From an optimization exercise on the open Yosys and OpenROAD flow, aimed at small area, a short achievable clock period and few clock cycles per item; shortcuts taken in it are not production practice.
RTL that was checked went through simulation tests only; none was proved equivalent to the original.

Setup of run 5:
Design re_dist, start of the top module:
module re_dist (
    input  wire        clk,
    input  wire        rst,
    input  wire        start,
    input  wire        mode,
    input  wire [39:0] a,
    input  wire [39:0] b,
    input  wire [39:0] c,
    input  wire [39:0] d,
    input  wire [39:0] rx_time,
    output wire        ready,
    output reg         done,
    output wire        ok,
    output wire [63:0] tof,
    output wire [63:0] dist_mm
);
==> flow/config.mk <==
export PLATFORM = sky130hd
export DESIGN_NAME = re_dist
export DESIGN_NICKNAME = re_dist
export VERILOG_FILES = /design/flow/design.v
export SDC_FILE = /design/flow/constraint.sdc
export NUM_CORES = 4
export LEC_CHECK = 0
export CAP_MARGIN = 20
export CORE_MARGIN = 2
export CORE_UTILIZATION = 40
export CTS_BUF_LIST = sky130_fd_sc_hd__clkbuf_4 sky130_fd_sc_hd__clkbuf_8
export PLACE_DENSITY = 0.6
export SETUP_SLACK_MARGIN = 5
export SLEW_MARGIN = 20
==> flow/constraint.sdc <==
create_clock -name core_clock -period 12.0 [get_ports {clk}]
set_input_delay 2.4000 -clock core_clock [delete_from_list [all_inputs] [get_ports {clk}]]
set_output_delay 2.4000 -clock core_clock [all_outputs]
set_load 0.01 [all_outputs]
run.sh (not shown) runs the stock make flow with config.mk's settings and CLKGATE_MAP_FILE= SYNTH_SCRIPT=/design/flow/synth_recipe.tcl, a recipe that flattens the netlist after the stock synthesis.
Every stage of the flow completed for run 5, and the final layout passed the timing, design-rule and antenna checks.
Testbench counts of run 5, summed over its fixed seeds: cycles 6,818, items 320.
## Diff of input files: run 4 against run 5
--- a/flow/design.v
+++ b/flow/design.v
@@ -65,13 +65,13 @@
     reg        bad;
     reg        okr;
     reg        started;
     reg [4:0]  pos;
     assign ready   = st_idle;
     assign ok      = okr;
-    assign tof     = {33'd0, P[30:0]};
+    assign tof     = P[63:0];                
     assign dist_mm = {30'd0, Cc[33:0]};
     wire [6:0]   yb = {Y[5:0], yprev};
     wire [W-1:0] row [0:2];
     wire [2:0]   neg;
     genvar gi;
     generate
@@ -85,13 +85,15 @@
         end
     endgenerate
     wire [W-1:0] cs_s0 = row[0] ^ row[1] ^ row[2];
     wire [W-1:0] cs_c0 = {((row[0] & row[1]) | (row[0] & row[2]) | (row[1] & row[2])), neg[0]};
     wire [W-1:0] cs_s1 = P ^ cs_s0 ^ cs_c0;
     wire [W-1:0] cs_c1 = {((P & cs_s0) | (P & cs_c0) | (cs_s0 & cs_c0)), neg[1]};
-    wire [W-1:0] msum  = cs_s1 + cs_c1 + {{(W-1){1'b0}}, neg[2]};
+    wire [W-1:0] msum;
+    wire         mco;
+    re_dist_add #(.W(W)) u_madd (.a(cs_s1), .b(cs_c1), .cin(neg[2]), .s(msum), .cout(mco));
     wire [63:0]  dval  = ~msum[63:0];        
     wire         mbad  = (xo | (|X[69:64])) & (|Y);
     wire         ylast = ~(|Y[39:K]) & ~Y[K-1];
     wire         m1end = st_m1 & ylast;
     wire         m2end = st_m2 & ylast & (sc[2] | sc[3]);
     wire         p1big = |msum[W-1:64];        
## What came out
- Going from run 5 to run 4, non-clock buffer count grows by 54.
- Global-route usage: run 4 vs run 5 — no meaningful difference
- In run 4, the count of non-CTS inverters in the layout came out 36 above the value in run 5.
- Initial core utilization across run 5 and run 4: no real change.
- Higher global routing usage on met1 was reported by run 5, not run 4.
- Taking run 5 as the reference, in run 4 adder and majority gate portion of the synthesized area now sits higher, worst setup slack has increased, gate count of the mapped netlist went down, total die area lost 3.2%.
- Run 5 → run 4: smallest hold slack held steady; data arrival time of the critical path shrank by 0.10 ns; routed wire length shrank by 2.8%.
Testbench counts of run 4, summed over its fixed seeds: cycles 6,818, items 320.

Another version of the RTL of re_dist (not shown whole).
Size in the first run: ~4,200 cells after synthesis, about 310 flip-flops, about 340 I/O pins.
==> module re_dist, before the edit <==
module re_dist (
    input  wire        clk,
    input  wire        rst,
    input  wire        start,
    input  wire        mode,
    input  wire [39:0] a,
    input  wire [39:0] b,
    input  wire [39:0] c,
    input  wire [39:0] d,
    input  wire [39:0] rx_time,
    output wire        ready,
    output reg         done,
    output wire        ok,
    output wire [63:0] tof,
    output wire [63:0] dist_mm
);
    localparam integer K = 4;
    localparam integer W = 65 + K;
    localparam [24:0] DIVC = 25'd32000000;
    localparam [24:0] CLO  = 25'd21896229;       
    localparam [2:0] S_IDLE = 3'd0,
                     S_M0   = 3'd1,
                     S_M1   = 3'd2,
                     S_M2   = 3'd3,
                     S_DIV  = 3'd4;
    reg [2:0]  state;
    reg [63:0] X;         
    reg        xo;        
    reg [39:0] Y;         
    reg [39:0] Cc;        
    reg [39:0] Dd;        
    reg [63:0] P;         
    reg [41:0] s;
    reg [1:0]  sc;        
    reg        bad;
    reg        okr;
    reg        started;
    reg [4:0]  pos;
    assign ready   = (state == S_IDLE);
    assign ok      = okr;
    assign tof     = {33'd0, P[30:0]};
    assign dist_mm = {30'd0, Cc[33:0]};
    wire [K-1:0] chunk = Y[K-1:0];
    wire [W-1:0] pin   = {{(W-64){1'b0}}, P};
    wire [W-1:0] row [0:K-1];
    genvar gi;
    generate
        for (gi = 0; gi < K; gi = gi + 1) begin : g_row
            assign row[gi] = {{(W-64){1'b0}}, X & {64{chunk[gi]}}} << gi;
        end
    endgenerate
    wire [W-1:0] s1 = row[0] ^ row[1] ^ row[2];
    wire [W-1:0] c1 = ((row[0] & row[1]) | (row[0] & row[2]) | (row[1] & row[2])) << 1;
    wire [W-1:0] s2 = pin ^ row[3] ^ s1;
    wire [W-1:0] c2 = ((pin & row[3]) | (pin & s1) | (row[3] & s1)) << 1;
    wire [W-1:0] s3 = c1 ^ s2 ^ c2;
    wire [W-1:0] c3 = ((c1 & s2) | (c1 & c2) | (s2 & c2)) << 1;
    wire [W-1:0] msum = s3 + c3;
    wire [W-1:0] acc   = msum;
    wire [63:0]  dval  = ~msum[63:0];        
    wire         mbad  = (|acc[W-1:64]) | (xo & (|chunk));
    wire         ylast = ~(|Y[39:K]);
    reg  [41:0] sa_x, sa_y;
    reg         sa_c;
    always @* begin
        sa_x = {2'b00, X[39:0]};
        sa_y = {2'b00, Y};
        sa_c = 1'b0;
        if (state == S_IDLE) begin
            sa_x = {2'b00, rx_time};
            sa_y = {2'b11, ~c};
            sa_c = 1'b1;
        end else if (sc == 2'd1) begin
            sa_x = s;
            sa_y = {2'b00, Cc};
        end else if (sc == 2'd2) begin
            sa_x = s;
            sa_y = {2'b00, Dd};
        end
    end
    wire [41:0] sa = sa_x + sa_y + {41'd0, sa_c};
    wire [41:0] R = X[41:0];
    wire [43:0] trial = {1'b0, R, P[63]} - {2'b00, s};
    wire        q     = ~trial[43];      
    wire [41:0] r_nxt = q ? trial[41:0] : {R[40:0], P[63]};
    wire        skip8 = ~started & (pos >= 5'd8) & ({R, P[63:56]} < {8'd0, s});
    wire [33:0] Q  = Cc[33:0];
    wire [24:0] R2 = Dd[24:0];
    wire [25:0] r2a;
    wire        c0;        
    re_dist_add #(.W(26)) u_r2a (.a({R2, 1'b0}), .b(~{1'b0, DIVC}), .cin(1'b1), .s(r2a), .cout(c0));
    wire [24:0] r2n0 = c0 ? r2a[24:0] : {R2[23:0], 1'b0};
    wire [33:0] qn0  = {Q[32:0], c0};
    wire        c1a = (R2 >= 25'd5051886);       
    wire        c1b = (R2 >= 25'd21051886);      
    wire [25:0] k1  = c1b ? (26'd42103771 ^ 26'h3ffffff) + 26'd1
                    : c1a ? (26'd10103771 ^ 26'h3ffffff) + 26'd1
                    : {1'b0, CLO};
    wire [25:0] t1;
    wire        t1co;
    re_dist_add #(.W(26)) u_t1 (.a({R2, 1'b0}), .b(k1), .cin(1'b0), .s(t1), .cout(t1co));
    wire [24:0] r2n1 = t1[24:0];
    wire [32:0] h1, h2;      
    wire        h1co, h2co;
    re_dist_add #(.W(33)) u_q2 (.a(Q[33:1]), .b(33'd0), .cin(1'b1), .s(h1), .cout(h1co));
    re_dist_add #(.W(33)) u_q3 (.a(Q[33:1]), .b({32'd0, Q[0]}), .cin(1'b1), .s(h2), .cout(h2co));
    wire [33:0] qp2 = {h1, Q[0]};                
    wire [33:0] qp3 = {h2, ~Q[0]};               
    wire [33:0] qn1 = c1b ? {qp3[32:0], 1'b0} : {qp2[32:0], c1a};
    wire        sready = (sc == 2'd3);
    always @(posedge clk) begin
        if (rst) begin
            state <= S_IDLE;
            done  <= 1'b0;
            okr   <= 1'b0;
        end else begin
            done <= 1'b0;
            if (state == S_M1 || state == S_M2 || state == S_DIV) begin
                if (!sready) begin
                    s  <= sa;
                    sc <= sc + 2'd1;
                end
            end
            case (state)
                S_IDLE: begin
                    if (start) begin
                        xo  <= 1'b0;
                        bad <= 1'b0;
                        okr <= 1'b0;
                        sc  <= 2'd0;
                        Dd  <= d;
                        P     <= 64'd0;
                        state <= S_M1;
                        if (mode) begin
                            X  <= {24'd0, b};
                            Y  <= sa[39:0];
                            Cc <= a;
                        end else begin
                            X  <= {24'd0, a};
                            Y  <= b;
                            Cc <= c;
                        end
                    end
                end
                S_M1, S_M2: begin
                    P   <= acc[63:0];
                    bad <= bad | mbad;
                    X   <= X << K;
                    xo  <= xo | (|X[63:64-K]);
                    Y   <= Y >> K;
                    if (ylast) begin
                        if (state == S_M1) begin
                            P     <= ~acc[63:0];
                            X     <= {24'd0, Cc};
                            xo    <= 1'b0;
                            Y     <= Dd;
                            state <= S_M2;
                        end else begin
                            X       <= {33'd0, dval[63:31]};
                            P       <= {dval[30:0], 33'd0};
                            pos     <= 5'd30;
                            started <= 1'b0;
                            if (bad | mbad) begin
                                done  <= 1'b1;
                                state <= S_IDLE;
                            end else begin
                                state <= S_DIV;
                            end
                        end
                    end
                end
                S_DIV: begin
                    if (sready) begin
                        if (skip8) begin
                            X[41:0] <= {R[33:0], P[63:56]};
                            P       <= {P[55:0], 8'd0};
                            pos     <= pos - 5'd8;
                        end else begin
                            X[41:0] <= r_nxt;
                            P       <= {P[62:0], q};
                            pos     <= pos - 5'd1;
                            started <= started | q;
                            if (started) begin
                                Cc[33:0] <= q ? qn1 : qn0;
                                Dd[24:0] <= q ? r2n1 : r2n0;
                            end else begin
                                Cc[33:0] <= q ? 34'd4 : 34'd0;
                                Dd[24:0] <= q ? CLO : 25'd0;
                            end
                            if (pos == 5'd0) begin
                                okr   <= |s;
                                done  <= 1'b1;
                                state <= S_IDLE;
                            end
                        end
                    end
                end
                default: state <= S_IDLE;
            endcase
        end
    end
endmodule
Settings: LEC_CHECK=0, CAP_MARGIN=20, CORE_MARGIN=2, CORE_UTILIZATION=40, PLACE_DENSITY=0.6, SETUP_SLACK_MARGIN=5, SLEW_MARGIN=20; clock period 12.0 ns.
The baseline produced a clean layout.
Testbench counts at the start, summed over its fixed seeds: cycles 8,135, items 320.
Then changed:
--- a/flow/design.v
+++ b/flow/design.v
@@ -89,7 +89,9 @@
     wire [W-1:0] c2 = ((pin & row[3]) | (pin & s1) | (row[3] & s1)) << 1;
     wire [W-1:0] s3 = c1 ^ s2 ^ c2;
     wire [W-1:0] c3 = ((c1 & s2) | (c1 & c2) | (s2 & c2)) << 1;
-    wire [W-1:0] msum = s3 + c3;
+    wire [W-1:0] msum;
+    wire         mco;
+    re_dist_add #(.W(W)) u_madd (.a(s3), .b(c3), .cin(1'b0), .s(msum), .cout(mco));
     wire [W-1:0] acc   = msum;
     wire [63:0]  dval  = ~msum[63:0];        
     wire         mbad  = (|acc[W-1:64]) | (xo & (|chunk));
@@ -100,9 +102,9 @@
         sa_x = {2'b00, X[39:0]};
         sa_y = {2'b00, Y};
         sa_c = 1'b0;
-        if (state == S_IDLE) begin
-            sa_x = {2'b00, rx_time};
-            sa_y = {2'b11, ~c};
+        if (state == S_M0) begin
+            sa_x = {2'b00, Y};
+            sa_y = {2'b11, ~P[39:0]};
             sa_c = 1'b1;
         end else if (sc == 2'd1) begin
             sa_x = s;
@@ -112,12 +114,18 @@
             sa_y = {2'b00, Dd};
         end
     end
-    wire [41:0] sa = sa_x + sa_y + {41'd0, sa_c};
+    wire [41:0] sa;
+    wire        sa_co;
+    re_dist_add #(.W(42)) u_sadd (.a(sa_x), .b(sa_y), .cin(sa_c), .s(sa), .cout(sa_co));
     wire [41:0] R = X[41:0];
-    wire [43:0] trial = {1'b0, R, P[63]} - {2'b00, s};
-    wire        q     = ~trial[43];      
+    wire [42:0] trial;
+    wire        q;           
+    re_dist_add #(.W(43)) u_dsub (.a({R, P[63]}), .b(~{1'b0, s}), .cin(1'b1), .s(trial), .cout(q));
     wire [41:0] r_nxt = q ? trial[41:0] : {R[40:0], P[63]};
-    wire        skip8 = ~started & (pos >= 5'd8) & ({R, P[63:56]} < {8'd0, s});
+    wire [49:0] sk_diff;
+    wire        sk_ge;
+    re_dist_add #(.W(50)) u_skip (.a({R, P[63:56]}), .b(~{8'd0, s}), .cin(1'b1), .s(sk_diff), .cout(sk_ge));
+    wire        skip8 = ~started & (pos >= 5'd8) & ~sk_ge;
     wire [33:0] Q  = Cc[33:0];
     wire [24:0] R2 = Dd[24:0];
     wire [25:0] r2a;
@@ -163,18 +171,25 @@
                         okr <= 1'b0;
                         sc  <= 2'd0;
                         Dd  <= d;
-                        P     <= 64'd0;
-                        state <= S_M1;
                         if (mode) begin
-                            X  <= {24'd0, b};
-                            Y  <= sa[39:0];
-                            Cc <= a;
+                            X     <= {24'd0, b};
+                            Y     <= rx_time;
+                            Cc    <= a;
+                            P     <= {24'd0, c};
+                            state <= S_M0;
                         end else begin
-                            X  <= {24'd0, a};
-                            Y  <= b;
-                            Cc <= c;
+                            X     <= {24'd0, a};
+                            Y     <= b;
+                            Cc    <= c;
+                            P     <= 64'd0;
+                            state <= S_M1;
                         end
                     end
+                end
+                S_M0: begin
+                    Y     <= sa[39:0];
+                    P     <= 64'd0;
+                    state <= S_M1;
                 end
                 S_M1, S_M2: begin
                     P   <= acc[63:0];
Result: Cell count drops by a few percent. Wire length climbs by about a fifth. Design area drops slightly. Area after synthesis drops by a few percent. Non-clock buffer count climbs by 22. Via count drops slightly.
For the second run of this note, only the layout was checked, not whether the RTL still works.

-- separate check: timing with driven ports --
The flow's constraints put no driver on any port. The routed layouts listed below were extracted and timed again, unchanged, in two steps. Step 1 assumes that a clkbuf_16 drives the clock port and a buf_2 every other input. Step 2 moves the port delays by t, midway between the first and last clock arrival at a register: inputs arrive t later, outputs are due t later. That takes back most of the time a late clock gives input paths. Three values: ideal ports, drivers, drivers and shift; two values: the first two.
| run | shift t [ns] | slack for setup (ns) | worst data-port slew with drivers (ns) |
|---|---|---|---|
| run 5 | 0.778 | 5.066 / 5.066 / 4.477 | 0.10 |
| run 4 | 0.751 | 5.103 / 5.103 / 4.601 | 0.05 |
| the first run of note 2 | 0.650 | 5.371 / 5.371 / 5.018 | 0.14 |
| the second run of note 2 | 0.684 | 5.203 / 5.203 / 5.203 | 0.07 |
After both steps every run listed still meets setup and hold. The setup slack of run 5, which loses most, moves by 0.000 ns with the drivers and by -0.589 ns with both steps.
